This is an optimization exercise on Yosys and OpenROAD, whose aim is small area, a short achievable clock period and few clock cycles per item, not a production implementation. In this exercise RTL edits were held to simulation tests only and were not proved equivalent to the original. Power figures rest on the tool's default switching activity, not on a simulated workload.

==> flow/design.v <==
module cfl_parse (
    input  wire        clk,
    input  wire        rst,
    input  wire        in_valid,
    output wire        in_ready,
    input  wire [7:0]  in_data,
    input  wire        in_last,
    input  wire [7:0]  in_ch,
    output reg         res_valid,
    output wire [3:0]  res_code,
    output reg         pok,
    output wire [7:0]  pch,
    output wire [63:0] pf1_mant,
    output wire [63:0] pf2_mant,
    output wire [63:0] pf3_mant,
    output wire [63:0] pf4_mant,
    output wire [63:0] pf5_mant,
    output wire [7:0]  pf1_scale,
    output wire [7:0]  pf2_scale,
    output wire [7:0]  pf3_scale,
    output wire [7:0]  pf4_scale,
    output wire [7:0]  pf5_scale,
    output reg  [7:0]  pgas_off,
    output reg  [7:0]  pgas_len
);
    localparam W = 61;      
    localparam A = 60;      
    reg  [2:0]  clr;         
    reg         rdy;
    assign in_ready = rdy;
    reg         v0;          
    reg         l0;          
    reg  [3:0]  d0;          
    reg         sp0, dig0, dot0, plus0, minus0;
    reg         chm0;        
    reg         legal0;      
    reg  [2:0]  chc0;        
    reg  [7:0]  pos;
    reg         in_tok;
    reg  [2:0]  ntok;        
    reg         tok0_ok;
    reg         numbad;
    reg         cur_gas;     
    reg  [A-1:0] acc;
    reg          neg;
    reg          pnt;
    reg  [4:0]   ndig;       
    reg  [4:0]   nscale;
    reg          bad;
    reg  [W-1:0] t1, t2, t3, t4;
    reg  [4:0]   s1, s2, s3, s4;
    reg  [7:0]   t_goff;
    reg  [7:0]   t_glen;
    reg          res_q;
    reg  [1:0]   code_q;
    reg          commit_q;
    reg  [2:0]   chc_q;
    reg          keep_q;     
    reg  [W-1:0] m1, m2, m3, m4, m5;
    reg  [4:0]   c1, c2, c3, c4, c5;
    reg  [2:0]   pchq;       
    reg  [1:0]   rc;         
    assign pf1_mant = {{(64-W){m1[W-1]}}, m1};
    assign pf2_mant = {{(64-W){m2[W-1]}}, m2};
    assign pf3_mant = {{(64-W){m3[W-1]}}, m3};
    assign pf4_mant = {{(64-W){m4[W-1]}}, m4};
    assign pf5_mant = {{(64-W){m5[W-1]}}, m5};
    assign pf1_scale = {3'd0, c1};
    assign pf2_scale = {3'd0, c2};
    assign pf3_scale = {3'd0, c3};
    assign pf4_scale = {3'd0, c4};
    assign pf5_scale = {3'd0, c5};
    assign pch = {1'b0, pchq[1] | pchq[0], 1'b0, pchq[2], pchq[2], 1'b0, pchq[1], pchq[0]};
    assign res_code = {1'b0, rc != 2'd0, rc[1] & rc[0], rc[1] & ~rc[0]};
    wire        clearing = (clr != 3'd0);
    wire        tstart   = v0 && !sp0 && !in_tok;        
    wire        tmore    = v0 && !sp0 && in_tok;         
    wire        tclose   = v0 && sp0 && in_tok;          
    wire        st_num   = (ntok >= 3'd1) && (ntok <= 3'd5);     
    wire        cur_num  = (ntok >= 3'd2) && (ntok <= 3'd6);     
    wire        cur_14   = (ntok >= 3'd2) && (ntok <= 3'd5);     
    wire        num_fail = bad || (ndig == 5'd0) || (ndig > 5'd18);
    wire [2:0]   dlo     = d0[3] ? 3'b111 : d0[2:0];
    wire [A-1:0] xa      = {acc[A-4:0], dlo};
    wire [A-1:0] xb      = {acc[A-2:0], d0[3]};
    wire         cin     = d0[3] & d0[0];
    wire [A-1:0] gp [0:6];
    wire [A-1:0] pp [0:6];
    assign gp[0] = xa & xb;
    assign pp[0] = xa ^ xb;
    wire [A-1:0] orp [0:6];
    assign orp[0] = acc;
    genvar l, i;
    generate
        for (l = 0; l < 6; l = l + 1) begin : lvl
            for (i = 0; i < A; i = i + 1) begin : bt
                if ((i >> l) & 1) begin : comb
                    localparam integer J = ((i >> l) << l) - 1;
                    assign gp[l+1][i]  = gp[l][i] | (pp[l][i] & gp[l][J]);
                    assign pp[l+1][i]  = pp[l][i] & pp[l][J];
                    assign orp[l+1][i] = orp[l][i] | orp[l][J];
                end else begin : pass
                    assign gp[l+1][i]  = gp[l][i];
                    assign pp[l+1][i]  = pp[l][i];
                    assign orp[l+1][i] = orp[l][i];
                end
            end
        end
    endgenerate
    wire [A-1:0] cy      = {gp[6][A-2:0] | (pp[6][A-2:0] & {(A-1){cin}}), cin};
    wire [A-1:0] acc10   = pp[0] ^ cy;
    wire [W-1:0] accout  = {neg & orp[6][A-1], acc ^ ({A{neg}} & {orp[6][A-2:0], 1'b0})};
    wire         shift   = clearing || (tclose && cur_14);
    wire        last     = v0 && l0;
    wire        ntok7    = (ntok == 3'd7) || (tstart && ntok == 3'd6);
    wire        gstart   = tstart && (ntok == 3'd6);
    always @(posedge clk) begin
        v0     <= in_valid && rdy && !rst;
        l0     <= in_last;
        d0     <= in_data[3:0];
        sp0    <= (in_data == 8'h20);
        dig0   <= (in_data[7:4] == 4'h3) && (in_data[3:0] <= 4'd9);
        dot0   <= (in_data == 8'h2E);
        plus0  <= (in_data == 8'h2B);
        minus0 <= (in_data == 8'h2D);
        chm0   <= (in_data == in_ch);
        legal0 <= (in_ch == 8'h41) || (in_ch == 8'h42) ||
                  (in_ch == 8'h43) || (in_ch == 8'h5A);
        chc0   <= {in_ch[3], in_ch[1], in_ch[0]};
        if (clearing) begin
            acc    <= {A{1'b0}};
            neg    <= 1'b0;
            nscale <= 5'd0;
        end else if (tstart && st_num) begin
            acc    <= dig0 ? {{(A-4){1'b0}}, d0} : {A{1'b0}};
            neg    <= minus0;
            pnt    <= dot0;
            ndig   <= dig0 ? 5'd1 : 5'd0;
            nscale <= 5'd0;
            bad    <= !(dig0 || plus0 || minus0 || dot0);
        end else if (tmore && cur_num) begin
            if (dig0) begin
                acc <= acc10;
                if (ndig != 5'd19) begin
                    ndig <= ndig + 5'd1;
                    if (pnt)
                        nscale <= nscale + 5'd1;
                end
            end else if (dot0) begin
                if (pnt)
                    bad <= 1'b1;
                pnt <= 1'b1;
            end else begin
                bad <= 1'b1;
            end
        end
        if (shift) begin
            t1 <= t2; t2 <= t3; t3 <= t4; t4 <= accout;
            s1 <= s2; s2 <= s3; s3 <= s4; s4 <= nscale;
        end
        if (commit_q) begin
            m1 <= t1; m2 <= t2; m3 <= t3; m4 <= t4; m5 <= accout;
            c1 <= s1; c2 <= s2; c3 <= s3; c4 <= s4; c5 <= nscale;
            pgas_off <= t_goff;
            pgas_len <= t_glen;
        end
        if (rst) begin
            rdy       <= 1'b0;
            clr       <= 3'd6;
            pos       <= 8'd0;
            in_tok    <= 1'b0;
            ntok      <= 3'd0;
            tok0_ok   <= 1'b0;
            numbad    <= 1'b0;
            cur_gas   <= 1'b0;
            t_goff    <= 8'd0;
            t_glen    <= 8'd0;
            res_q     <= 1'b0;
            commit_q  <= 1'b0;
            res_valid <= 1'b0;
            rc        <= 2'd0;
            pok       <= 1'b0;
            pchq      <= 3'd0;
        end else begin
            if (clearing) begin
                clr <= clr - 3'd1;
                if (clr == 3'd1)
                    rdy <= 1'b1;
            end
            if (v0) begin
                if (gstart) begin
                    t_goff <= pos;
                    t_glen <= 8'd1;
                end
                if (tmore && cur_gas)
                    t_glen <= t_glen + 8'd1;
                if (last) begin
                    pos     <= 8'd0;
                    in_tok  <= 1'b0;
                    ntok    <= 3'd0;
                    numbad  <= 1'b0;
                    cur_gas <= 1'b0;
                end else begin
                    pos    <= pos + 8'd1;
                    in_tok <= !sp0;
                    if (tstart) begin
                        if (ntok != 3'd7)
                            ntok <= ntok + 3'd1;
                        if (ntok == 3'd0)
                            tok0_ok <= chm0;
                        cur_gas <= (ntok == 3'd6);
                    end
                    if (tmore && ntok == 3'd1)
                        tok0_ok <= 1'b0;
                    if (tclose && cur_num && num_fail)
                        numbad <= 1'b1;
                end
            end
            res_q    <= last;
            commit_q <= (last && legal0 && ntok7 && tok0_ok && !numbad) || (clr == 3'd2);
            chc_q    <= chc0;
            keep_q   <= !legal0;
            if (!legal0)
                code_q <= 2'd3;
            else if (!ntok7)
                code_q <= 2'd1;
            else if (!tok0_ok)
                code_q <= 2'd2;
            else if (numbad)
                code_q <= 2'd3;
            else
                code_q <= 2'd0;
            res_valid <= res_q;
            if (res_q) begin
                rc <= code_q;
                if (commit_q) begin
                    pok  <= 1'b1;
                    pchq <= chc_q;
                end else if (!keep_q) begin
                    pok  <= 1'b0;
                end
            end
        end
    end
endmodule
==> flow/run.sh <==
#!/bin/bash
# synth_recipe.tcl (not shown) runs the flow's synth.tcl, then flattens the netlist and writes it again
# the make line also repeats each setting of config.mk as NAME=value (left out here)
make -C /OpenROAD-flow-scripts/flow DESIGN_CONFIG=/design/flow/config.mk WORK_HOME=/design/flow/orfs CLKGATE_MAP_FILE= SYNTH_SCRIPT=/design/flow/synth_recipe.tcl finish
==> flow/config.mk <==
export PLATFORM = sky130hd
export DESIGN_NAME = cfl_parse
export DESIGN_NICKNAME = cfl_parse
export VERILOG_FILES = /design/flow/design.v
export SDC_FILE = /design/flow/constraint.sdc
export NUM_CORES = 4
export LEC_CHECK = 0
export CAP_MARGIN = 20
export CORE_MARGIN = 2
export CORE_UTILIZATION = 40
export SETUP_SLACK_MARGIN = 3.0
export SLEW_MARGIN = 20
==> flow/constraint.sdc <==
create_clock -name core_clock -period 6.0 [get_ports {clk}]
set_input_delay 1.2000 -clock core_clock [delete_from_list [all_inputs] [get_ports {clk}]]
set_output_delay 1.2000 -clock core_clock [all_outputs]
set_load 0.01 [all_outputs]
==> flow_metrics.tcl, run 1 <==
set metrics [dict create \
    portBuffers 391 \
    setup_violations 0 \
    synth_top_family_by_area "compound AO/OA/AOI/OAI gates" \
    cts.clk_slew.worst_paths_ns 0.07 \
    ant_nets 0 \
    ys_warn_count 1 \
    p_int_mw 9.17 \
    synth-simple-area-share_pct 7.23 \
    drive_above_1_share_pct 12.6 \
    drt_iter0_markers 1083 \
    power.total_mw 11.5 \
    core_sq_mm 0.0687 \
    diodes 0 \
    period_minus_slack_ns 3.42 \
    clock-root-buffer "clkbuf_16" \
    start_kind "register" \
    routedWlPerCell_microns 18.4 \
    syn_to_final_growth_pct 30.3 \
    min_path_type "reg -> reg" \
    final_cells 3196 \
    outcome "complete, no violations" \
    syn_area_sq_mm 0.0278 \
    fin_nets 2294 \
    power.share.clock_pct 42.9 \
    synth_enable_flop_cells 623 \
    htreeDepth 3 \
    async_flop_share_pct 0 \
    hp-start "chc0[1]" \
    arrival_ns 3.76 \
    clockBufferDepth 3 \
    synth_compound_area_share_pct 7.29 \
    cts_tree "done" \
    syn-instance-count 1739 \
    routed_via_density 4.98 \
    ys_seq_area_share_pct 76.4 \
    relSlewSlack_pct 13.4 \
    power_frac_comb_pct 3.3 \
    dp.cells 3017 \
    slew_viol_final 0 \
    synthAdderAreaFrac_pct 3.33 \
    cap_violations 0 \
    whs_ns 0.413 \
    worst_ep_required_time_ns 6.34 \
    clk_latency_ns 0.62 \
    switchingPower_mw 2.31 \
    yosys.area_share.xor_xnor_pct 3.25 \
    fin_crit_sh_pct 57.0 \
    grt_pass1_vias 15700 \
    grt.overflow.total 0 \
    rsz0062_at_grt "true" \
    finClkSkew_ns 0.0314 \
    grt_pass1_wl_microns 88800 \
    die_w_microns 268 \
    grt_max_degree 170 \
    path_class "reg -> reg" \
    dieArea_sq_mm 0.0716 \
    fmax_ghz 0.292 \
    vias 15900 \
    cts_hold_buf 0 \
    pin_count 411 \
    cp-end-kind "register" \
    r2r-start "acc[11]" \
    start_util_pct 40.4 \
    setup_slack_ns 2.58 \
    grt_usage_pct 15.8 \
    wirelength_microns 58700 \
    p_sw_share_pct 20.1 \
    gp_congestion 0.855 \
    antenna_found_initial 0 \
    drtPass1Iterations 5 \
    seqPwrFrac_pct 53.8 \
    synth_mux_area_share_pct 0.469 \
    die_y_microns 268 \
    drcViolationCount 0 \
    synth-main-ff-cell "edfxtp_1" \
    static-leakage-power_nw 13.4 \
    synth_seq_cells 749 \
    hold_viol_final 0 \
    n_fill_cell 5664 \
    cts_buffers 79 \
    avgSynthCellArea_sq_um 16.0 \
    numClockSinks 749 \
    ys_types 75 \
    critical_path.max_fanout 3 \
    placementRows 96 \
    crit_start "acc[11]" \
    power.density_mw_per_mm2 317 \
    ir_worst_vdd_uv 240 \
    tightest_slew_ns 1.30 \
    place_ws_ns 2.36 \
    tns_ns 0 \
    hpwlAfterDp_microns 38100 \
]
==> cell usage after synthesis (11+ instances only) <==
library cell    n  share of area [%]
a32o_1         17               0.61
and3_1         12               0.27
buf_4          35               0.95
xnor2_1        78                2.5
mux2i_1        13               0.47
nor3_1         30               0.54
a211oi_1       15               0.41
nand2b_1       13               0.29
a21oi_1        68                1.2
nand2_1       104                1.4
o21ai_0        86                1.5
clkbuf_1       38               0.51
ha_1           74                3.3
or3_1          29               0.65
and2_1         11               0.25
dfxtp_1       126                9.1
nand3_1        26               0.47
o31ai_1        26               0.70
nor3b_1        13               0.35
xor2_1         25               0.79
inv_1          30               0.41
edfxtp_1      623                 67
o21a_1         11               0.30
nor2_1         86                1.2
nand4_1        13               0.29
==> cells by family after synthesis <==
family,Yosys count
AO/OA/AOI/OAI,306
XOR/XNOR,103
adder cells (fa/ha/maj),74
buffers and inverters,106
flip-flops,749
multiplexers,13
other,1
AND/OR/NAND/NOR,387
==> area by class of cell <==
cell class | count | area, sq um | share of cell area, %
sequential | 749 | 21300 | 58.8
multi-input combinational | 902 | 6630 | 18.3
timing repair buffer | 438 | 4330 | 12.0
clock buffer | 104 | 2220 | 6.13
tap | 931 | 1160 | 3.22
clock inverter | 42 | 443 | 1.22
inverter | 30 | 113 | 0.311
==> per-stage QoR <==
step | instance area, sq um | util, %
after floorplan | 27900 | -
after global placement | 32700 | 47.6
after detailed placement | 32700 | 47.6
after CTS | 35800 | 52.1
after global routing | 36200 | 52.7
final | 36200 | 52.7
==> flip-flops by register name, summed over array words and instances, names as in the netlist, 8 cells and up <==
name	cells
pgas_len	8
m1	61
pgas_off	8
m4	61
t2	61
m5	61
t3	61
t4	61
m2	61
t_glen	8
t1	61
pos	8
t_goff	8
m3	61
acc	60
==> final timing paths <==
path | to | slack [ns] | depth (start not counted)
worst max-delay path | m5[60] | 2.58 | 7
worst min-delay path | chc_q[1] | 0.41 | 0
worst max register to register | m5[60] | 2.58 | 7
worst min register to register | chc_q[1] | 0.41 | 0
==> power groups by stage <==
stage / combinational, mW / clock (mW) / sequential [mW]
final: 0.373 / 4.93 / 6.18
after global routing: 0.401 / 5.28 / 6.21
after CTS: 0.383 / 5.07 / 6.18
after detailed placement: 0.382 / 0 / 6.29
after global placement: 0.380 / 0 / 6.27
after floorplan: 0.0848 / 0 / 6.34
==> layer usage <==
layer | up-vias | GRT usage (%) | part of all wire, %
met3 | 104 | 4.17 | 6.3
met5 | - | 0 | 0
met2 | 429 | 26.3 | 49
met1 | 7837 | 20.3 | 42
met4 | 0 | 4.77 | 2.1
li1 | 7535 | - | -
==> layout by cell type, fill, tap and decap left out, types with 12 or more instances in the layout <==
master / instances
and3_1: 12
xor2_1: 25
clkbuf_16: 84
a32o_1: 17
edfxtp_1: 623
nand2_1: 101
xnor2_1: 69
a21oi_1: 65
or3_1: 28
clkinv_2: 13
o31ai_1: 19
clkdlybuf4s50_1: 390
nand2b_1: 13
nand3_1: 26
buf_4: 39
mux2i_1: 13
dfxtp_1: 99
dfxtp_2: 20
ha_1: 71
conb_1: 19
nor3_1: 28
inv_1: 29
nand4_1: 13
clkbuf_1: 16
o21ai_0: 79
nor2_1: 83
==> critical path, cell delays in order, from the launching register on <==
cell and delay, ns:
dfxtp_4 0.35, or4_4 0.53, nor4b_4 0.32, nand4b_4 0.16
or4_4 0.53, or4_4 0.45, or4_4 0.53, o31a_1 0.28
==> repair_timing <==
item                                   in CTS  in global routing
setup endpoints to repair                  58                 89
buffers inserted                           21                 12
gates resized for setup                    67                 49
pin swaps                                  19                 16
endpoints found under the hold margin       0                  0
Testbench counts, summed over its fixed seeds: cycles 71,130, lines 1,600.
==> run 2, diff against run 1 <==
--- a/flow/config.mk
+++ b/flow/config.mk
@@ -9,4 +9,3 @@
 export CORE_MARGIN = 2
 export CORE_UTILIZATION = 40
-export SETUP_SLACK_MARGIN = 3.0
 export SLEW_MARGIN = 20
==> flow_metrics.tcl, run 2 <==
set metrics [dict create \
    numClockSinks 749 \
    relSlewSlack_pct 28.2 \
    reg2reg_depth 9 \
    critical_path.max_fanout 7 \
    synth_enable_flop_cells 623 \
    grt.overflow.total 0 \
    syn-instance-count 1739 \
    gp_congestion 0.841 \
    arrival_ns 4.45 \
    dieArea_sq_mm 0.0716 \
    hpwlAfterDp_microns 38400 \
    grt_pass1_vias 15500 \
    cts_resized 0 \
    htreeDepth 3 \
    power_frac_comb_pct 3.3 \
    fin_util_pct 51.3 \
    grt_max_degree 157 \
    path_class "reg -> reg" \
    power.density_mw_per_mm2 321 \
    hp-start "chc0[1]" \
    wirelength_microns 57800 \
    static-leakage-power_nw 13.1 \
    grt_pass1_wl_microns 88300 \
    synth_common_cells "edfxtp_1, dfxtp_1, nand2_1" \
    start_kind "register" \
    clockBufferDepth 3 \
    switchingPower_mw 2.31 \
    postCtsSetupBuffers 0 \
    slowest_stage "o31ai_1" \
    die_y_microns 268 \
    fmax_ghz 0.253 \
    p_int_mw 9.02 \
    yosysTopAreaCellShare_pct 67.4 \
    crit_chain "ha_1, and2_1, a311o_1, a221oi_2, o2bb2ai_1, o31ai_1, a21boi_0, or3_1, a32o_1" \
    tightest_slew_ns 1.08 \
    drcViolationCount 0 \
    n_fill_cell 5709 \
    outcome "complete, no violations" \
    hold_end "chc_q[1]" \
    synth_top_cell_by_area "edfxtp_1" \
    die_w_microns 268 \
    syn_area_sq_mm 0.0278 \
    synth-main-ff-cell "edfxtp_1" \
    routedWlPerCell_microns 18.3 \
    routed_via_density 4.94 \
    final_cells 3163 \
    yosys-top-cells-area "edfxtp_1, dfxtp_1, ha_1" \
    final_common_cell "edfxtp_1" \
    grt_usage_pct 15.8 \
    rsz0062_at_grt "false" \
    drive_above_1_share_pct 7.44 \
    ant_nets 0 \
    antenna_found_initial 0 \
    reg2reg_slack_ns 2.05 \
    final_cell_mix "edfxtp_1, clkdlybuf4s50_1, dfxtp_1" \
    core_sq_mm 0.0687 \
    start_util_pct 40.4 \
    cp_slowest_stage_delay_ns 0.85 \
    ys_types 75 \
    slew_viol_final 0 \
    p_sw_share_pct 20.4 \
    clock-root-buffer "clkbuf_16" \
    seqPwrFrac_pct 54.5 \
    fin_nets 2261 \
    avgSynthCellArea_sq_um 16.0 \
    min_path_type "reg -> reg" \
    clk_latency_ns 0.62 \
    min_delay_path_depth 0 \
    hold_viol_final 0 \
    drt_iter0_markers 1097 \
    worst_ep_required_time_ns 6.50 \
    diodes 0 \
    ys_warn_count 1 \
    period_minus_slack_ns 3.95 \
    cts_hold_buf 0 \
    synth_seq_cells 749 \
    r2r-end "acc[54]" \
    cp-end-kind "register" \
    cts_tree "done" \
    finClkSkew_ns 0.0195 \
    cap_violations 0 \
    cts_buffers 78 \
    portBuffers 391 \
    cts.clk_slew.worst_paths_ns 0.06 \
    setup_violations 0 \
    vias 15600 \
    synth_most_common_cell "edfxtp_1" \
    async_flop_share_pct 0 \
    fin_crit_sh_pct 65.8 \
    syn_to_final_growth_pct 27.0 \
    r2r-start "acc[13]" \
    ir_worst_vdd_uv 211 \
    ys_seq_area_share_pct 76.4 \
    power.share.clock_pct 42.2 \
    dp.cells 3017 \
    pin_count 411 \
    placementRows 96 \
    drtPass1Iterations 5 \
]
==> run 2: cell counts after synthesis <==
Identical to the previous run, type by type.
==> run 2: metrics by stage <==
| stage | instance area, sq um | setup TNS (ns) | hold WS (ns) | setup WS [ns] | power, mW |
|---|---|---|---|---|---|
| finish | 35300 | 0 | 0.404 | 2.05 | 11.3 |
| global placement | 32700 | 0 | 0.392 | 2.24 | 6.65 |
| CTS | 35300 | 0 | 0.401 | 2.07 | 11.5 |
| global route | 35300 | 0 | 0.414 | 1.76 | 11.8 |
| detailed placement | 32700 | 0 | 0.390 | 2.11 | 6.67 |
| floorplan | 27900 | -442.78 | 0.386 | -1.68 | 6.43 |
==> run 2: kinds of logic (layout without fill, tap and decap cells) <==
group,count (synthesis),in the layout,synth area share [%]
AOI/OAI and AO/OA,306,306,7.29
xor gates and xnor gates,103,103,3.25
adders and majority gates,74,74,3.33
buffers and inverters,106,581,1.97
DFF,749,749,76.4
muxes,13,13,0.469
other,1,19,0.0135
and+or+nand+nor,387,387,7.23
==> run 2: power by group through the flow <==
stage | Sequential, mW | Combinational (mW) | Clock (mW)
after detailed placement | 6.29 | 0.381 | 0
after CTS | 6.18 | 0.382 | 4.93
after global routing | 6.22 | 0.400 | 5.15
final | 6.18 | 0.373 | 4.78
after floorplan | 6.35 | 0.0848 | 0
after global placement | 6.27 | 0.379 | 0
==> run 2: cell type report <==
class | count | area, sq um | share of cell area [%]
Sequential cell | 749 | 21200 | 60.2
Multi-Input combinational cell | 902 | 6110 | 17.3
Timing Repair Buffer | 406 | 4070 | 11.5
Clock buffer | 106 | 2160 | 6.12
Tap cell | 931 | 1160 | 3.30
Clock inverter | 39 | 418 | 1.18
Inverter | 30 | 113 | 0.319
==> run 2: how the worst max path moves through the flow <==
stage                        from  cells after the start  endpoint
after global placement    acc[13]                      9   acc[57]
after detailed placement  acc[13]                      9   acc[54]
after CTS                 acc[13]                      9   acc[54]
final                     acc[13]                      9   acc[54]
after global routing      acc[13]                      9   acc[54]
after floorplan           ntok[1]                      4     s1[0]
==> run 2: worst max-delay path, delay by kind of cell (launching register included) <==
family / cells / cell delay, ns
flops: 1 / 0.49
simple gates: 2 / 0.58
compound gates: 6 / 2.41
fa+ha+maj: 1 / 0.36
==> run 2: routing by layer <==
layer	GRT usage, %	routed length (microns)	vias to the layer above
li1	-	-	7463
met1	19.7	24000	7664
met2	27.3	29400	390
met3	3.12	2870	100
met4	5.84	1510	0
met5	0	0	-
==> run 3, diff against run 2 <==
==> flow/flow/run.sh (new file) <==
#!/bin/bash
# The standard layout (standard.sh, ORFS synthesis to finish), with two
# changes to how cells are chosen:
#  - port buffers are buf_1 cells (ORFS otherwise picks clkdlybuf4s50_1);
#  - clock tree synthesis uses no dummy loads.
# Each step's full output is kept in this folder: make.log here, and ORFS's
# per-step logs under orfs/logs.
set -euo pipefail
export BUFFER_PORTS_ARGS="-buffer_cell sky130_fd_sc_hd__buf_1"
export CTS_ARGS="-sink_clustering_enable -repair_clock_nets -dont_use_dummy_load"
bash ./standard.sh finish > make.log 2>&1
==> flow/standard.sh (new file) <==
#!/bin/bash
# synth_recipe.tcl (not shown) runs the flow's synth.tcl, then flattens the netlist and writes it again
# the make line also repeats each setting of config.mk as NAME=value (left out here)
make -C /OpenROAD-flow-scripts/flow DESIGN_CONFIG=/design/flow/config.mk WORK_HOME=/design/flow/orfs CLKGATE_MAP_FILE= SYNTH_SCRIPT=/design/flow/synth_recipe.tcl "${@:-finish}"
removed: flow/run.sh
==> flow_metrics.tcl, run 3 <==
set metrics [dict create \
    hold_viol_final 0 \
    yosysTopAreaCellShare_pct 67.4 \
    avgSynthCellArea_sq_um 16.0 \
    dieArea_sq_mm 0.0716 \
    reg2reg_depth 9 \
    pin_count 411 \
    ys_seq_area_share_pct 76.4 \
    syn_to_final_growth_pct 16.1 \
    ir_worst_vdd_uv 195 \
    cp_slowest_stage_delay_ns 0.78 \
    grt.overflow.total 0 \
    crit_chain "ha_1, and2_1, a311o_1, a221oi_2, o2bb2ai_1, o31ai_1, a21boi_0, or3_1, a32o_1" \
    min_path_type "reg -> reg" \
    gr-usage-met3_pct 3.39 \
    synthAdderAreaFrac_pct 3.33 \
    die_w_microns 268 \
    fin_crit_sh_pct 64.6 \
    synth_common_cells "edfxtp_1, dfxtp_1, nand2_1" \
    fin_nets 2262 \
    finClkSkew_ns 0.0585 \
    clockBufferDepth 3 \
    postCtsSetupBuffers 0 \
    arrival_ns 4.37 \
    cts_resized 0 \
    numClockSinks 749 \
    critPathTopFamily "compound AO/OA/AOI/OAI gates" \
    cts.clk_slew.worst_paths_ns 0.05 \
    gp_congestion 0.832 \
    power.density_mw_per_mm2 327 \
    min_delay_path_depth 0 \
    clk_latency_ns 0.62 \
    drcViolationCount 0 \
    grtUsageMet1_pct 18.8 \
    start_kind "register" \
    start_util_pct 40.4 \
    ys_warn_count 1 \
    power_frac_comb_pct 2.5 \
    routed_via_density 5.01 \
    drtPass1Iterations 5 \
    grt_pass1_wl_microns 86000 \
    cap_violations 0 \
    use_met2_pct 27.4 \
    worst_ep_required_time_ns 6.49 \
    placementRows 96 \
    ys_types 75 \
    cts_buffers 80 \
    p_int_mw 8.44 \
    period_minus_slack_ns 3.88 \
    diodes 0 \
    whs_ns 0.397 \
    synth_top_cell_by_area "edfxtp_1" \
    vias 15500 \
    die_y_microns 268 \
    routedWlPerCell_microns 18.4 \
    cts_tree "done" \
    synth_seq_cells 749 \
    antenna_found_initial 0 \
    p_sw_share_pct 19.9 \
    cp-end-kind "register" \
    final_cell_mix "edfxtp_1, buf_1, dfxtp_1" \
    tns_ns 0 \
    hpwlAfterDp_microns 37500 \
    cts_hold_buf 0 \
    static-leakage-power_nw 11.7 \
    path_buf_inv 0 \
    drive_above_1_share_pct 6.05 \
    syn-instance-count 1739 \
    grt_max_degree 167 \
    outcome "complete, no violations" \
    final_common_cell "edfxtp_1" \
    synth-simple-area-share_pct 7.23 \
    drt_iter0_markers 1184 \
    slowest_stage "o31ai_1" \
    setup_violations 0 \
    yosys.area_share.xor_xnor_pct 3.25 \
    synth-main-ff-cell "edfxtp_1" \
    power.total_mw 10.5 \
    ant_nets 0 \
    clock-root-buffer "clkbuf_16" \
    slew_viol_final 0 \
    syn_area_sq_mm 0.0278 \
    wirelength_microns 57000 \
    portBuffers 391 \
    tightest_slew_ns 1.06 \
    synth_most_common_cell "edfxtp_1" \
    path_class "reg -> reg" \
    synth_compound_area_share_pct 7.29 \
    switchingPower_mw 2.09 \
    cp.depth 9 \
    busiest_layer "met2" \
    rsz0062_at_grt "false" \
    yosys-top-cells-area "edfxtp_1, dfxtp_1, ha_1" \
    synth_top_family_by_area "compound AO/OA/AOI/OAI gates" \
    seqPwrFrac_pct 58.7 \
    fmax_ghz 0.258 \
    critical_path.max_fanout 7 \
    synth_enable_flop_cells 623 \
    core_sq_mm 0.0687 \
    grt_pass1_vias 15400 \
    async_flop_share_pct 0 \
    synth_mux_area_share_pct 0.469 \
    relSlewSlack_pct 29.7 \
    power.share.clock_pct 38.8 \
    htreeDepth 3 \
    grt_usage_pct 15.4 \
]
run 3: path summary, 6_finish.rpt:
| check | startpoint | endpoint | slack (ns) |
|---|---|---|---|
| min | t2[6] | m2[6] | 0.40 |
| max | acc[13] | acc[54] | 2.12 |
| min reg2reg | t2[6] | m2[6] | 0.40 |
| max reg2reg | acc[13] | acc[54] | 2.12 |
run 3: metrics by stage:
stage | worst slack, ns | cell area [sq um] | cells | util, %
2_1_floorplan | -1.68 | 27900 | 1757 | -
3_3_place_gp | 2.28 | 30200 | 3016 | 44.0
3_5_place_dp | 2.14 | 30200 | 3016 | 44.0
4_1_cts | 2.14 | 32200 | 3096 | 46.9
5_1_grt | 1.82 | 32200 | 3097 | 46.9
6_report | 2.12 | 32200 | 3097 | 46.9
run 3: metal layers:
layer,vias to the layer above,wire length [microns]
li1,7410,-
met1,7655,23600
met2,358,29500
met3,84,2870
met4,0,1050
met5,-,0
run 3: layout make-up:
cell class / instances / area (sq um)
clock buffers: 80 / 2000
well taps: 931 / 1160
multi-input cells: 902 / 6110
flip-flops and latches: 749 / 21200
fillers: 6014 / 36500
repair buffers: 405 / 1620
inverters: 30 / 113
run 3: kinds of logic (layout without fill, tap and decap cells):
| logic type | after synthesis | after routing |
|---|---|---|
| AOI/OAI and AO/OA | 306 | 306 |
| other | 1 | 19 |
| xor gates and xnor gates | 103 | 103 |
| muxes | 13 | 13 |
| adders and majority gates | 74 | 74 |
| DFF | 749 | 749 |
| and+or+nand+nor | 387 | 387 |
| buffers and inverters | 106 | 515 |
run 3: power by group through the flow:
stage | sequential, mW | combinational [mW] | clock (mW)
2_1_floorplan | 6.35 | 0.0848 | 0
3_3_place_gp | 6.27 | 0.266 | 0
3_5_place_dp | 6.29 | 0.269 | 0
4_1_cts | 6.19 | 0.270 | 4.24
5_1_grt | 6.22 | 0.288 | 4.43
6_report | 6.19 | 0.261 | 4.09
==> run 4, diff against run 3 <==
--- a/flow/design.v
+++ b/flow/design.v
@@ -26,5 +26,5 @@
     localparam W = 61;      
     localparam A = 60;      
-    reg  [2:0]  clr;         
+    reg  [3:0]  clr;         
     reg         rdy;
     assign in_ready = rdy;
@@ -52,26 +52,29 @@
     reg  [7:0]   t_goff;
     reg  [7:0]   t_glen;
-    reg          res_q;
-    reg  [1:0]   code_q;
-    reg          commit_q;
-    reg  [2:0]   chc_q;
-    reg          keep_q;     
-    reg  [W-1:0] m1, m2, m3, m4, m5;
-    reg  [4:0]   c1, c2, c3, c4, c5;
+    reg          commit_q;   
+    reg  [2:0]   dr;         
+    reg  [2:0]   ph;         
+    reg  [1:0]   qn;         
+    reg          q0s, q1s;   
+    reg  [1:0]   q0c, q1c;   
+    reg          q0k, q1k;   
+    reg  [2:0]   q0h, q1h;   
+    reg  [W-1:0] m0, m1, m2, m3, m4;     
+    reg  [4:0]   c0, c1, c2, c3, c4;
     reg  [2:0]   pchq;       
     reg  [1:0]   rc;         
-    assign pf1_mant = {{(64-W){m1[W-1]}}, m1};
-    assign pf2_mant = {{(64-W){m2[W-1]}}, m2};
-    assign pf3_mant = {{(64-W){m3[W-1]}}, m3};
-    assign pf4_mant = {{(64-W){m4[W-1]}}, m4};
-    assign pf5_mant = {{(64-W){m5[W-1]}}, m5};
-    assign pf1_scale = {3'd0, c1};
-    assign pf2_scale = {3'd0, c2};
-    assign pf3_scale = {3'd0, c3};
-    assign pf4_scale = {3'd0, c4};
-    assign pf5_scale = {3'd0, c5};
+    assign pf1_mant = {{(64-W){m0[W-1]}}, m0};
+    assign pf2_mant = {{(64-W){m1[W-1]}}, m1};
+    assign pf3_mant = {{(64-W){m2[W-1]}}, m2};
+    assign pf4_mant = {{(64-W){m3[W-1]}}, m3};
+    assign pf5_mant = {{(64-W){m4[W-1]}}, m4};
+    assign pf1_scale = {3'd0, c0};
+    assign pf2_scale = {3'd0, c1};
+    assign pf3_scale = {3'd0, c2};
+    assign pf4_scale = {3'd0, c3};
+    assign pf5_scale = {3'd0, c4};
     assign pch = {1'b0, pchq[1] | pchq[0], 1'b0, pchq[2], pchq[2], 1'b0, pchq[1], pchq[0]};
     assign res_code = {1'b0, rc != 2'd0, rc[1] & rc[0], rc[1] & ~rc[0]};
-    wire        clearing = (clr != 3'd0);
+    wire        clearing = (clr != 4'd0);
     wire        tstart   = v0 && !sp0 && !in_tok;        
     wire        tmore    = v0 && !sp0 && in_tok;         
@@ -111,8 +114,20 @@
     wire [A-1:0] acc10   = pp[0] ^ cy;
     wire [W-1:0] accout  = {neg & orp[6][A-1], acc ^ ({A{neg}} & {orp[6][A-2:0], 1'b0})};
-    wire         shift   = clearing || (tclose && cur_14);
+    wire         ins     = commit_q || (dr != 3'd0) || (clearing && clr <= 4'd5);
+    wire         shift   = clearing || (tclose && cur_14) || commit_q ||
+                           (dr == 3'd2) || (dr == 3'd3) || (dr == 3'd4);
     wire        last     = v0 && l0;
     wire        ntok7    = (ntok == 3'd7) || (tstart && ntok == 3'd6);
     wire        gstart   = tstart && (ntok == 3'd6);
+    wire        succ     = legal0 && ntok7 && tok0_ok && !numbad;
+    wire [1:0]  code     = !legal0  ? 2'd3 :
+                           !ntok7   ? 2'd1 :
+                           !tok0_ok ? 2'd2 :
+                           numbad   ? 2'd3 : 2'd0;
+    wire        push     = last;
+    wire        pop      = (dr == 3'd5) ||
+                           (qn != 2'd0 && !q0s && ph == 3'd4 && dr == 3'd0 && !commit_q);
+    wire [1:0]  qn_next  = qn + {1'b0, push} - {1'b0, pop};
+    wire        take_last = in_valid && rdy && in_last;
     always @(posedge clk) begin
         v0     <= in_valid && rdy && !rst;
@@ -159,7 +174,7 @@
             s1 <= s2; s2 <= s3; s3 <= s4; s4 <= nscale;
         end
-        if (commit_q) begin
-            m1 <= t1; m2 <= t2; m3 <= t3; m4 <= t4; m5 <= accout;
-            c1 <= s1; c2 <= s2; c3 <= s3; c4 <= s4; c5 <= nscale;
+        m0 <= m1; m1 <= m2; m2 <= m3; m3 <= m4; m4 <= ins ? t1 : m0;
+        c0 <= c1; c1 <= c2; c2 <= c3; c3 <= c4; c4 <= ins ? s1 : c0;
+        if (commit_q || clr == 4'd1) begin
             pgas_off <= t_goff;
             pgas_len <= t_glen;
@@ -167,5 +182,5 @@
         if (rst) begin
             rdy       <= 1'b0;
-            clr       <= 3'd6;
+            clr       <= 4'd10;
             pos       <= 8'd0;
             in_tok    <= 1'b0;
@@ -176,6 +191,8 @@
             t_goff    <= 8'd0;
             t_glen    <= 8'd0;
-            res_q     <= 1'b0;
             commit_q  <= 1'b0;
+            dr        <= 3'd0;
+            ph        <= 3'd0;
+            qn        <= 2'd0;
             res_valid <= 1'b0;
             rc        <= 2'd0;
@@ -183,9 +200,7 @@
             pchq      <= 3'd0;
         end else begin
-            if (clearing) begin
-                clr <= clr - 3'd1;
-                if (clr == 3'd1)
-                    rdy <= 1'b1;
-            end
+            if (clearing)
+                clr <= clr - 4'd1;
+            rdy <= (clr <= 4'd1) && ({1'b0, qn_next} + {2'b00, take_last} < 3'd2);
             if (v0) begin
                 if (gstart) begin
@@ -217,25 +232,29 @@
                 end
             end
-            res_q    <= last;
-            commit_q <= (last && legal0 && ntok7 && tok0_ok && !numbad) || (clr == 3'd2);
-            chc_q    <= chc0;
-            keep_q   <= !legal0;
-            if (!legal0)
-                code_q <= 2'd3;
-            else if (!ntok7)
-                code_q <= 2'd1;
-            else if (!tok0_ok)
-                code_q <= 2'd2;
-            else if (numbad)
-                code_q <= 2'd3;
-            else
-                code_q <= 2'd0;
-            res_valid <= res_q;
-            if (res_q) begin
-                rc <= code_q;
-                if (commit_q) begin
+            commit_q <= last && succ;
+            if (commit_q)
+                dr <= 3'd2;
+            else if (dr == 3'd5)
+                dr <= 3'd0;
+            else if (dr != 3'd0)
+                dr <= dr + 3'd1;
+            ph <= (dr == 3'd5 || ph == 3'd4) ? 3'd0 : ph + 3'd1;
+            qn <= qn_next;
+            if (pop) begin
+                q0s <= q1s; q0c <= q1c; q0k <= q1k; q0h <= q1h;
+            end
+            if (push && qn_next == 2'd1) begin
+                q0s <= succ; q0c <= code; q0k <= !legal0; q0h <= chc0;
+            end
+            if (push && qn_next == 2'd2) begin
+                q1s <= succ; q1c <= code; q1k <= !legal0; q1h <= chc0;
+            end
+            res_valid <= pop;
+            if (pop) begin
+                rc <= q0c;
+                if (q0s) begin
                     pok  <= 1'b1;
-                    pchq <= chc_q;
-                end else if (!keep_q) begin
+                    pchq <= q0h;
+                end else if (!q0k) begin
                     pok  <= 1'b0;
                 end
==> flow_metrics.tcl, run 4 <==
set metrics [dict create \
    syn_to_final_growth_pct 16.6 \
    final_cells 3133 \
    clockBufferDepth 3 \
    htreeDepth 3 \
    synth_most_common_cell "dfxtp_1" \
    cts_hold_buf 0 \
    cts_tree "done" \
    ant_nets 0 \
    antenna_found_initial 0 \
    hpwlAfterDp_microns 33600 \
    grt_pass1_wl_microns 78600 \
    synth_top_cell_by_area "dfxtp_1" \
    die_y_microns 258 \
    synth_common_cells "dfxtp_1, edfxtp_1, nand2_1" \
    synth_enable_flop_cells 301 \
    synth_mux_area_share_pct 3.28 \
    dieArea_sq_mm 0.0663 \
    numClockSinks 765 \
    slowest_stage "or4b_1" \
    vias 15100 \
    tns_ns 0 \
    path_class "reg -> reg" \
    min_path_type "reg -> reg" \
    slew_viol_final 0 \
    gp_congestion 0.855 \
    cts_buffers 79 \
    async_flop_share_pct 0 \
    fin_nets 2390 \
    postCtsSetupBuffers 0 \
    yosysTopAreaCellShare_pct 36.1 \
    rsz0062_at_grt "false" \
    diodes 0 \
    setup_violations 0 \
    fin_crit_sh_pct 65.9 \
    portBuffers 391 \
    outcome "complete, no violations" \
    avgSynthCellArea_sq_um 13.8 \
    tightest_slew_ns 1.02 \
    fmax_ghz 0.253 \
    grt_pass1_vias 15200 \
    setup_slack_ns 2.05 \
    synth-simple-area-share_pct 8.29 \
    finClkSkew_ns 0.0760 \
    dpl_cell_area_sq_mm 0.0280 \
    ys_types 75 \
    worst_ep_required_time_ns 6.35 \
    syn-instance-count 1866 \
    routed_via_density 4.82 \
    ir_worst_vdd_uv 204 \
    synth_compound_area_share_pct 6.38 \
    clk_latency_ns 0.60 \
    dp.cells 3054 \
    final_common_cell "dfxtp_1" \
    die_w_microns 258 \
    ys_seq_area_share_pct 71.3 \
    start_util_pct 40.6 \
    placementRows 92 \
    yosys-top-cells-area "dfxtp_1, edfxtp_1, ha_1" \
    crit_chain "or4_4, nor4_4, or4b_1, nand4b_1, nor3_1, nand3_1, or3_1, or3_4, o31a_1" \
    drt_iter0_markers 712 \
    whs_ns 0.310 \
    drtPass1Iterations 5 \
    final_cell_mix "dfxtp_1, buf_1, edfxtp_1" \
    drcViolationCount 0 \
    final_cell_area_sq_mm 0.0300 \
    syn_area_sq_mm 0.0257 \
    fin_util_pct 47.4 \
    grt.overflow.total 0 \
    hold_viol_final 0 \
    power.density_mw_per_mm2 447 \
    pin_count 411 \
    cp_slowest_stage_delay_ns 0.65 \
    drive_above_1_share_pct 7.91 \
    grt_usage_pct 14.4 \
    power.total_mw 13.4 \
    clock-root-buffer "clkbuf_16" \
    yosys.area_share.xor_xnor_pct 4.77 \
    cts.clk_slew.worst_paths_ns 0.06 \
    relSlewSlack_pct 31.2 \
    period_minus_slack_ns 3.95 \
    synth_seq_cells 765 \
    ys_warn_count 1 \
    core_sq_mm 0.0633 \
    synth_top_family_by_area "simple AND/OR/NAND/NOR gates" \
    routedWlPerCell_microns 15.6 \
    static-leakage-power_nw 11.9 \
    critical_path.max_fanout 9 \
    synthAdderAreaFrac_pct 3.94 \
    arrival_ns 4.30 \
    grt_max_degree 137 \
    cap_violations 0 \
    synth-main-ff-cell "dfxtp_1" \
    cp-end-kind "register" \
    wirelength_microns 48900 \
    start_kind "register" \
    place_ws_ns 2.06 \
    cts_resized 0 \
]
-- run 4: report_power, final --
group          leakage [nW]  internal (mW)  total, mW  switching, mW
clock network         0.974           2.30       4.02           1.72
registers              7.32           6.77       7.42          0.651
logic                  3.60          0.711       1.97           1.26
total                  11.9           9.78       13.4           3.63
-- run 4: cell type report --
| class | count | area, sq um |
|---|---|---|
| Timing Repair Buffer | 403 | 1570 |
| Inverter | 26 | 97.6 |
| Sequential cell | 765 | 18300 |
| Clock buffer | 79 | 1980 |
| Tap cell | 846 | 1060 |
| Fill cell | 5597 | 33300 |
| Multi-Input combinational cell | 1014 | 6950 |
-- run 4: metal layers --
layer | track usage [%] | share of wire (%)
met1 | 17.4 | 43
met5 | 0 | 0
met3 | 3.08 | 4.4
met2 | 25.5 | 50
met4 | 4.72 | 2.5
-- run 4: path summary, 6_finish.rpt --
kind,startpoint,slack (ns),endpoint,cells after the start
hold reg to reg,m1[3],0.31,m0[3],0
setup reg to reg,acc[0],2.05,t4[60],9
hold / removal,m1[3],0.31,m0[3],0
setup / recovery,acc[0],2.05,t4[60],9
-- run 4: logic make-up (layout without fill, tap and decap cells) --
logic type | Yosys count | count (layout)
flip-flops | 765 | 765
AND/OR/NAND/NOR | 438 | 438
AO/OA/AOI/OAI | 260 | 260
XOR/XNOR | 140 | 140
buffers and inverters | 105 | 508
adder cells (fa/ha/maj) | 81 | 81
multiplexers | 76 | 76
other | 1 | 19
-- run 4: worst max-delay path, delay by kind of cell (launching register included) --
kind               cells  cell delay [ns]
AOI/OAI and AO/OA      1             0.24
DFF                    1             0.38
and+or+nand+nor        8             3.09
Testbench counts of run 4, summed over its fixed seeds: cycles 71,194, lines 1,600.
==> run 5, diff against run 4 <==
--- a/flow/design.v
+++ b/flow/design.v
@@ -50,4 +50,5 @@
     reg  [W-1:0] t1, t2, t3, t4;
     reg  [4:0]   s1, s2, s3, s4;
+    reg          ci1, ci2, ci3, ci4;     
     reg  [7:0]   t_goff;
     reg  [7:0]   t_glen;
@@ -62,6 +63,6 @@
     reg  [W-1:0] m0, m1, m2, m3, m4;     
     reg  [4:0]   c0, c1, c2, c3, c4;
-    reg  [2:0]   pchq;       
-    reg  [1:0]   rc;         
+    reg  [3:0]   pchq;       
+    reg  [2:0]   rc;         
     assign pf1_mant = {{(64-W){m0[W-1]}}, m0};
     assign pf2_mant = {{(64-W){m1[W-1]}}, m1};
@@ -74,6 +75,6 @@
     assign pf4_scale = {3'd0, c3};
     assign pf5_scale = {3'd0, c4};
-    assign pch = {1'b0, pchq[1] | pchq[0], 1'b0, pchq[2], pchq[2], 1'b0, pchq[1], pchq[0]};
-    assign res_code = {1'b0, rc != 2'd0, rc[1] & rc[0], rc[1] & ~rc[0]};
+    assign pch = {1'b0, pchq[3], 1'b0, pchq[2], pchq[2], 1'b0, pchq[1], pchq[0]};
+    assign res_code = {1'b0, rc};
     wire        clearing = (clr != 4'd0);
     wire        tstart   = v0 && !sp0 && !in_tok;        
@@ -92,6 +93,4 @@
     assign gp[0] = xa & xb;
     assign pp[0] = xa ^ xb;
-    wire [A-1:0] orp [0:6];
-    assign orp[0] = acc;
     genvar l, i;
     generate
@@ -102,9 +101,7 @@
                     assign gp[l+1][i]  = gp[l][i] | (pp[l][i] & gp[l][J]);
                     assign pp[l+1][i]  = pp[l][i] & pp[l][J];
-                    assign orp[l+1][i] = orp[l][i] | orp[l][J];
                 end else begin : pass
                     assign gp[l+1][i]  = gp[l][i];
                     assign pp[l+1][i]  = pp[l][i];
-                    assign orp[l+1][i] = orp[l][i];
                 end
             end
@@ -113,5 +110,18 @@
     wire [A-1:0] cy      = {gp[6][A-2:0] | (pp[6][A-2:0] & {(A-1){cin}}), cin};
     wire [A-1:0] acc10   = pp[0] ^ cy;
-    wire [W-1:0] accout  = {neg & orp[6][A-1], acc ^ ({A{neg}} & {orp[6][A-2:0], 1'b0})};
+    wire [W-1:0] accout  = {neg, acc ^ {A{neg}}};
+    wire [14:0]  inc3    = t4[14:0]  ^ ({15{ci4}} & {&t4[13:0],  &t4[12:0],  &t4[11:0],  &t4[10:0],  &t4[9:0],
+                                                     &t4[8:0],  &t4[7:0],   &t4[6:0],   &t4[5:0],   &t4[4:0],
+                                                     &t4[3:0],  &t4[2:0],   &t4[1:0],   t4[0],      1'b1});
+    wire [14:0]  inc2    = t3[29:15] ^ ({15{ci3}} & {&t3[28:15], &t3[27:15], &t3[26:15], &t3[25:15], &t3[24:15],
+                                                     &t3[23:15], &t3[22:15], &t3[21:15], &t3[20:15], &t3[19:15],
+                                                     &t3[18:15], &t3[17:15], &t3[16:15], t3[15],     1'b1});
+    wire [14:0]  inc1    = t2[44:30] ^ ({15{ci2}} & {&t2[43:30], &t2[42:30], &t2[41:30], &t2[40:30], &t2[39:30],
+                                                     &t2[38:30], &t2[37:30], &t2[36:30], &t2[35:30], &t2[34:30],
+                                                     &t2[33:30], &t2[32:30], &t2[31:30], t2[30],     1'b1});
+    wire [15:0]  inc0    = t1[60:45] ^ ({16{ci1}} & {&t1[59:45], &t1[58:45], &t1[57:45], &t1[56:45], &t1[55:45],
+                                                     &t1[54:45], &t1[53:45], &t1[52:45], &t1[51:45], &t1[50:45],
+                                                     &t1[49:45], &t1[48:45], &t1[47:45], &t1[46:45], t1[45], 1'b1});
+    wire [W-1:0] t1out   = {inc0, t1[44:0]};
     wire         ins     = commit_q || (dr != 3'd0) || (clearing && clr <= 4'd5);
     wire         shift   = clearing || (tclose && cur_14) || commit_q ||
@@ -171,8 +181,15 @@
         end
         if (shift) begin
-            t1 <= t2; t2 <= t3; t3 <= t4; t4 <= accout;
+            t1 <= {t2[60:45], inc1, t2[29:0]};
+            t2 <= {t3[60:30], inc2, t3[14:0]};
+            t3 <= {t4[60:15], inc3};
+            t4 <= accout;
+            ci1 <= ci2 & (&t2[44:30]);
+            ci2 <= ci3 & (&t3[29:15]);
+            ci3 <= ci4 & (&t4[14:0]);
+            ci4 <= neg;
             s1 <= s2; s2 <= s3; s3 <= s4; s4 <= nscale;
         end
-        m0 <= m1; m1 <= m2; m2 <= m3; m3 <= m4; m4 <= ins ? t1 : m0;
+        m0 <= m1; m1 <= m2; m2 <= m3; m3 <= m4; m4 <= ins ? t1out : m0;
         c0 <= c1; c1 <= c2; c2 <= c3; c3 <= c4; c4 <= ins ? s1 : c0;
         if (commit_q || clr == 4'd1) begin
@@ -196,7 +213,7 @@
             qn        <= 2'd0;
             res_valid <= 1'b0;
-            rc        <= 2'd0;
+            rc        <= 3'd0;
             pok       <= 1'b0;
-            pchq      <= 3'd0;
+            pchq      <= 4'd0;
         end else begin
             if (clearing)
@@ -252,8 +269,8 @@
             res_valid <= pop;
             if (pop) begin
-                rc <= q0c;
+                rc <= {q0c != 2'd0, q0c == 2'd3, q0c == 2'd2};
                 if (q0s) begin
                     pok  <= 1'b1;
-                    pchq <= q0h;
+                    pchq <= {1'b1, q0h};
                 end else if (!q0k) begin
                     pok  <= 1'b0;
--- a/flow/config.mk
+++ b/flow/config.mk
@@ -9,3 +9,4 @@
 export CORE_MARGIN = 2
 export CORE_UTILIZATION = 40
+export SETUP_SLACK_MARGIN = 3.5
 export SLEW_MARGIN = 20
==> flow_metrics.tcl, run 5 <==
set metrics [dict create \
    outcome "complete, no violations" \
    hpwlAfterDp_microns 33300 \
    synth_enable_flop_cells 304 \
    n_fill_cell 5665 \
    power_frac_comb_pct 15.6 \
    grt_pass1_wl_microns 78400 \
    die_w_microns 260 \
    synth-main-ff-cell "dfxtp_1" \
    numClockSinks 770 \
    power.total_mw 13.7 \
    r2r-start "acc[37]" \
    tightest_slew_ns 0.951 \
    fin_crit_sh_pct 45.9 \
    cts.clk_slew.worst_paths_ns 0.06 \
    rsz0062_at_grt "true" \
    ys_warn_count 1 \
    multi_input_area_sq_mm 0.00802 \
    relSlewSlack_pct 36.6 \
    pin_count 411 \
    gp_congestion 0.798 \
    final_cell_mix "dfxtp_1, buf_1, edfxtp_1" \
    yosys.area_share.xor_xnor_pct 6.57 \
    grt_usage_pct 14.3 \
    ys_types 69 \
    wirelength_microns 50500 \
    avgSynthCellArea_sq_um 13.6 \
    yosys-top-cells-area "dfxtp_1, edfxtp_1, xor2_1" \
    static-leakage-power_nw 12.8 \
    synth_compound_area_share_pct 6.11 \
    cp-end-kind "register" \
    syn_to_final_growth_pct 21.9 \
    finClkSkew_ns 0.0529 \
    synth_mux_area_share_pct 2.58 \
    grt_pass1_vias 15300 \
    drcViolationCount 0 \
    switchingPower_mw 3.78 \
    clk_latency_ns 0.61 \
    core_sq_mm 0.0646 \
    synth_top_family_by_area "simple AND/OR/NAND/NOR gates" \
    vias 15500 \
    cp_slowest_stage_delay_ns 0.49 \
    routedWlPerCell_microns 15.5 \
    ys_seq_area_share_pct 70.6 \
    fin_nets 2507 \
    htreeDepth 3 \
    cap_violations 0 \
    start_kind "register" \
    worst_ep_required_time_ns 6.55 \
    synth-simple-area-share_pct 7.80 \
    drive_above_1_share_pct 15.4 \
    cts_tree "done" \
    grt_max_degree 155 \
    critical_path.max_fanout 4 \
    async_flop_share_pct 0 \
    clockBufferDepth 3 \
    synthAdderAreaFrac_pct 4.07 \
    routed_via_density 4.76 \
    period_minus_slack_ns 2.75 \
    setup_violations 0 \
    p_sw_share_pct 27.6 \
    synth_common_cells "dfxtp_1, edfxtp_1, nand2_1" \
    ir_worst_vdd_uv 229 \
    yosysTopAreaCellShare_pct 35.7 \
    drtPass1Iterations 5 \
    path_common_cell "a31oi_4" \
    synth_top_cell_by_area "dfxtp_1" \
    start_util_pct 40.5 \
    power.density_mw_per_mm2 430 \
    diodes 0 \
    cts_buffers 80 \
    syn_area_sq_mm 0.0261 \
    antenna_found_initial 0 \
    portBuffers 391 \
    path_class "reg -> reg" \
    arrival_ns 3.30 \
    power.share.clock_pct 29.7 \
    slew_viol_final 0 \
    placementRows 93 \
    ant_nets 0 \
    crit_start "acc[37]" \
    critPathTopFamily "compound AO/OA/AOI/OAI gates" \
    synth_most_common_cell "dfxtp_1" \
    tns_ns 0 \
    hp-start "m2[19]" \
    min_path_type "reg -> reg" \
    cts_hold_buf 0 \
    crit_chain "ha_4, a211oi_2, o21bai_2, a2111o_1, a31oi_4, o221ai_4, a22oi_4, a31oi_4, or4_1, nand3_1" \
    die_y_microns 260 \
    p_int_mw 9.92 \
    slowest_stage "or4_1" \
    syn-instance-count 1918 \
    drt_iter0_markers 696 \
    fmax_ghz 0.363 \
    clock-root-buffer "clkbuf_16" \
    hold_viol_final 0 \
    synth_seq_cells 770 \
    regArea_sq_mm 0.0185 \
    grt.overflow.total 0 \
    path_buf_inv 0 \
    final_common_cell "dfxtp_1" \
    dieArea_sq_mm 0.0674 \
    seqPwrFrac_pct 54.7 \
]
run 5: cell types whose count changed after synthesis, sizes merged, moves of 6 or more:
| cell | change |
|---|---|
| xor2 | +71 |
| o21ai | -22 |
| nor2 | +18 |
| inv | +16 |
| mux2 | -15 |
| xnor2 | -15 |
| a21oi | +12 |
| a31oi | +10 |
| nand4 | +9 |
| nor4 | -9 |
| o31ai | -7 |
| buf | +6 |
| nand2 | -6 |
| o21bai | +6 |
run 5: through the flow:
stage	instance area, sq um	utilization, %	setup slack, ns	hold WS [ns]	std cells
after floorplan	26500	-	1.98	0.382	1936
final	31900	49.4	3.25	0.304	3255
after detailed placement	28700	44.4	2.62	0.334	3109
after global routing	31900	49.4	3.15	0.313	3255
after CTS	31300	48.4	3.22	0.299	3225
after global placement	28700	44.4	2.74	0.332	3109
run 5: timing repair:
item	4_1_cts	5_1_grt
gates cloned	2	3
endpoints found under the hold margin	0	0
endpoints found under the setup margin	110	185
setup buffers	34	27
pin swaps	63	48
resized for setup	96	85
run 5: layout make-up:
type                            instances  share of cell area (%)
Inverter                               42                   0.518
Timing Repair Buffer                  460                    6.56
Multi-Input combinational cell       1048                    25.2
Clock buffer                           80                    6.28
Tap cell                              855                    3.36
Sequential cell                       770                    58.1
run 5: final timing paths:
check             to  slack [ns]  cells after the start
min           m1[19]        0.30                      0
min reg2reg   m1[19]        0.30                      0
max reg2reg  acc[59]        3.25                     10
max          acc[59]        3.25                     10
run 5: metal layers:
metal	vias up	GRT usage [%]	wire length (microns)
met5	-	0	0
met4	0	6.03	1910
met3	118	3.11	2360
met2	329	24.7	25000
met1	7431	17.1	21200
li1	7627	-	-
run 5: cells by family after synthesis:
kind of cell             count (synthesis)
other                                    1
AND/OR/NAND/NOR                        435
flip-flops                             770
buffers and inverters                  123
adder cells (fa/ha/maj)                 85
multiplexers                            61
XOR/XNOR                               196
AO/OA/AOI/OAI                          247
run 5: power groups by stage:
| stage | clock, mW | combinational, mW | sequential (mW) |
|---|---|---|---|
| CTS | 4.22 | 2.13 | 7.53 |
| detailed placement | 0 | 2.08 | 7.62 |
| finish | 4.07 | 2.14 | 7.49 |
| global placement | 0 | 2.07 | 7.56 |
| global route | 4.40 | 2.33 | 7.66 |
| floorplan | 0 | 0.638 | 7.96 |
Testbench counts of run 5, summed over its fixed seeds: cycles 71,194, lines 1,600.
==> run 6, diff against run 5 <==
--- a/flow/config.mk
+++ b/flow/config.mk
@@ -9,4 +9,4 @@
 export CORE_MARGIN = 2
 export CORE_UTILIZATION = 40
-export SETUP_SLACK_MARGIN = 3.5
+export SETUP_SLACK_MARGIN = 3.0
 export SLEW_MARGIN = 20
==> flow_metrics.tcl, run 6 <==
set metrics [dict create \
    outcome "complete, no violations" \
    grt_usage_pct 14.2 \
    synth_top_cell_by_area "dfxtp_1" \
    grt_pass1_vias 15200 \
    p_sw_share_pct 27.6 \
    htreeDepth 3 \
    routed_via_density 4.74 \
    min_path_type "reg -> reg" \
    ant_nets 0 \
    grt_max_degree 169 \
    synth_most_common_cell "dfxtp_1" \
    diodes 0 \
    gp_congestion 0.856 \
    avgSynthCellArea_sq_um 13.6 \
    final_cell_mix "dfxtp_1, buf_1, edfxtp_1" \
    r2r-start "d0[3]" \
    arrival_ns 3.43 \
    pin_count 411 \
    r2r-end "acc[59]" \
    fmax_ghz 0.344 \
    cts_tree "done" \
    clock-root-buffer "clkbuf_16" \
    syn_to_final_growth_pct 18.1 \
    antenna_found_initial 0 \
    drtPass1Iterations 5 \
    yosysTopAreaCellShare_pct 35.7 \
    fin_nets 2461 \
    ys_types 69 \
    portBuffers 391 \
    syn-instance-count 1918 \
    synth_common_cells "dfxtp_1, edfxtp_1, nand2_1" \
    dieArea_sq_mm 0.0674 \
    clockBufferDepth 3 \
    ys_seq_area_share_pct 70.6 \
    synth-main-ff-cell "dfxtp_1" \
    hp-start "m2[5]" \
    grt.overflow.total 0 \
    start_kind "register" \
    final_common_cell "dfxtp_1" \
    n_fill_cell 5668 \
    drcViolationCount 0 \
    cts_hold_buf 0 \
    clk_latency_ns 0.61 \
    switchingPower_mw 3.77 \
    ys_warn_count 1 \
    path_class "reg -> reg" \
    tns_ns 0 \
    synth_enable_flop_cells 304 \
    ir_worst_vdd_uv 203 \
    hold_end "m1[5]" \
    cp-end-kind "register" \
    start_util_pct 40.5 \
    power_frac_comb_pct 15.2 \
    reg2reg_slack_ns 3.09 \
    cts.clk_slew.worst_paths_ns 0.05 \
    synth_seq_cells 770 \
    hold_viol_final 0 \
    hpwlAfterDp_microns 34000 \
    tightest_slew_ns 1.03 \
    worst_ep_required_time_ns 6.53 \
    finClkSkew_ns 0.0573 \
    static-leakage-power_nw 12.5 \
    setup_violations 0 \
    whs_ns 0.341 \
    die_w_microns 260 \
    power.density_mw_per_mm2 442 \
    min_delay_path_depth 0 \
    seqPwrFrac_pct 55.0 \
    yosys-top-cells-area "dfxtp_1, edfxtp_1, xor2_1" \
    cap_violations 0 \
    period_minus_slack_ns 2.91 \
    die_y_microns 260 \
    wirelength_microns 49300 \
    syn_area_sq_mm 0.0261 \
    power.share.clock_pct 29.8 \
    drt_iter0_markers 991 \
    cts_buffers 80 \
    reg2reg_depth 11 \
    async_flop_share_pct 0 \
    fin_crit_sh_pct 48.4 \
    numClockSinks 770 \
    routedWlPerCell_microns 15.4 \
    grt_pass1_wl_microns 78200 \
    rsz0062_at_grt "true" \
    placementRows 93 \
    p_int_mw 9.88 \
    vias 15200 \
    power.total_mw 13.7 \
    slew_viol_final 0 \
    critical_path.max_fanout 7 \
    core_sq_mm 0.0646 \
    relSlewSlack_pct 31.4 \
    drive_above_1_share_pct 9.52 \
]
-- run 6: how the worst max path moves through the flow --
| stage | slack [ns] | cells after the start | from | endpoint |
|---|---|---|---|---|
| 6_report | 3.09 | 11 | d0[3] | acc[59] |
| 3_3_place_gp | 2.71 | 12 | dr[1] | q0s |
| 3_5_place_dp | 2.58 | 12 | dr[1] | q0s |
| 2_1_floorplan | 1.98 | 4 | dr[0] | ci1 |
| 5_1_grt | 2.96 | 10 | acc[18] | acc[59] |
| 4_1_cts | 2.95 | 13 | ph[0] | q0c[0] |
-- run 6: cell type report --
| cell class | instances | area [sq um] | area share, % |
|---|---|---|---|
| Multi-Input combinational cell | 1043 | 7460 | 24.2 |
| Sequential cell | 770 | 18500 | 59.8 |
| Timing Repair Buffer | 419 | 1720 | 5.57 |
| Clock buffer | 80 | 2000 | 6.48 |
| Tap cell | 855 | 1070 | 3.46 |
| Inverter | 42 | 163 | 0.527 |
-- run 6: layer usage --
| metal | global-route usage [%] | part of all wire [%] |
|---|---|---|
| met1 | 17.5 | 43 |
| met2 | 24.4 | 49 |
| met3 | 2.82 | 5.3 |
| met5 | 0 | 0 |
| met4 | 6.07 | 2.9 |
-- run 6: power by group through the flow --
stage               registers [mW]  logic, mW  clock network, mW
floorplan                     7.96      0.637                  0
global placement              7.58       2.09                  0
detailed placement            7.64       2.09                  0
CTS                           7.55       2.10               4.23
global route                  7.68       2.28               4.42
finish                        7.51       2.07               4.07
-- run 6: worst max-delay path, stage by stage (launching register included) --
cell	delay (ns)
dfxtp_2	0.34
or2_2	0.29
ha_1	0.25
o2111ai_4	0.25
a2111o_1	0.27
buf_4	0.15
a31oi_4	0.11
or2_4	0.29
a22oi_4	0.17
a31oi_2	0.15
or4_1	0.49
nand3_1	0.08
-- run 6: per-stage QoR --
stage / util [%] / instance area [sq um] / setup slack, ns / cells
2_1_floorplan: - / 26300 / 1.98 / 1936
3_3_place_gp: 44.2 / 28500 / 2.71 / 3112
3_5_place_dp: 44.2 / 28500 / 2.58 / 3112
4_1_cts: 47.4 / 30600 / 2.95 / 3196
5_1_grt: 47.8 / 30900 / 2.96 / 3209
6_report: 47.8 / 30900 / 3.09 / 3209
-- run 6: cell families (layout without fill, tap and decap cells) --
| kind of cell | after synthesis | in the layout | synth area share [%] |
|---|---|---|---|
| DFF | 770 | 770 | 70.6 |
| AOI/OAI and AO/OA | 247 | 247 | 6.11 |
| xor gates and xnor gates | 196 | 196 | 6.57 |
| other | 1 | 19 | 0.0143 |
| adders and majority gates | 85 | 85 | 4.07 |
| buffers and inverters | 123 | 541 | 2.27 |
| muxes | 61 | 61 | 2.58 |
| and+or+nand+nor | 435 | 435 | 7.80 |
-- run 6: repair_timing --
action | in CTS | in global routing
gates resized for setup | 6 | 39
pin swaps | 3 | 17
buffers inserted | 4 | 12
cloned | 0 | 1
endpoints found under the setup margin | 27 | 191

## afterwards: timing with drivers on the ports
Ports are ideal in the flow. The routed layouts listed here were re-timed in OpenROAD. Step 1, drivers: a clkbuf_16 drives clk and a buf_2 each remaining input, both assumed. Step 2 adds t to the input delays and takes it off the output delays; t is the mean of the earliest and latest rising clock arrival at the registers after step 1. Input paths then give back, and output paths get back, about the clock's delay inside the block. Three values: no drivers, after step 1, after step 2; two values: the first two.
run	shift t [ns]	setup WS [ns]	worst register clock-pin slew, ns
run 1	0.655	2.579 / 2.579 / 2.579	0.07 / 0.07
run 2	0.662	2.053 / 2.053 / 2.053	0.06 / 0.06
run 3	0.642	2.124 / 2.124 / 2.124	0.06 / 0.06
run 4	0.629	2.046 / 2.046 / 2.046	0.06 / 0.06
run 5	0.645	3.248 / 3.248 / 3.248	0.06 / 0.06
run 6	0.643	3.093 / 3.093 / 3.093	0.06 / 0.06
After both steps every run listed still meets setup and hold.
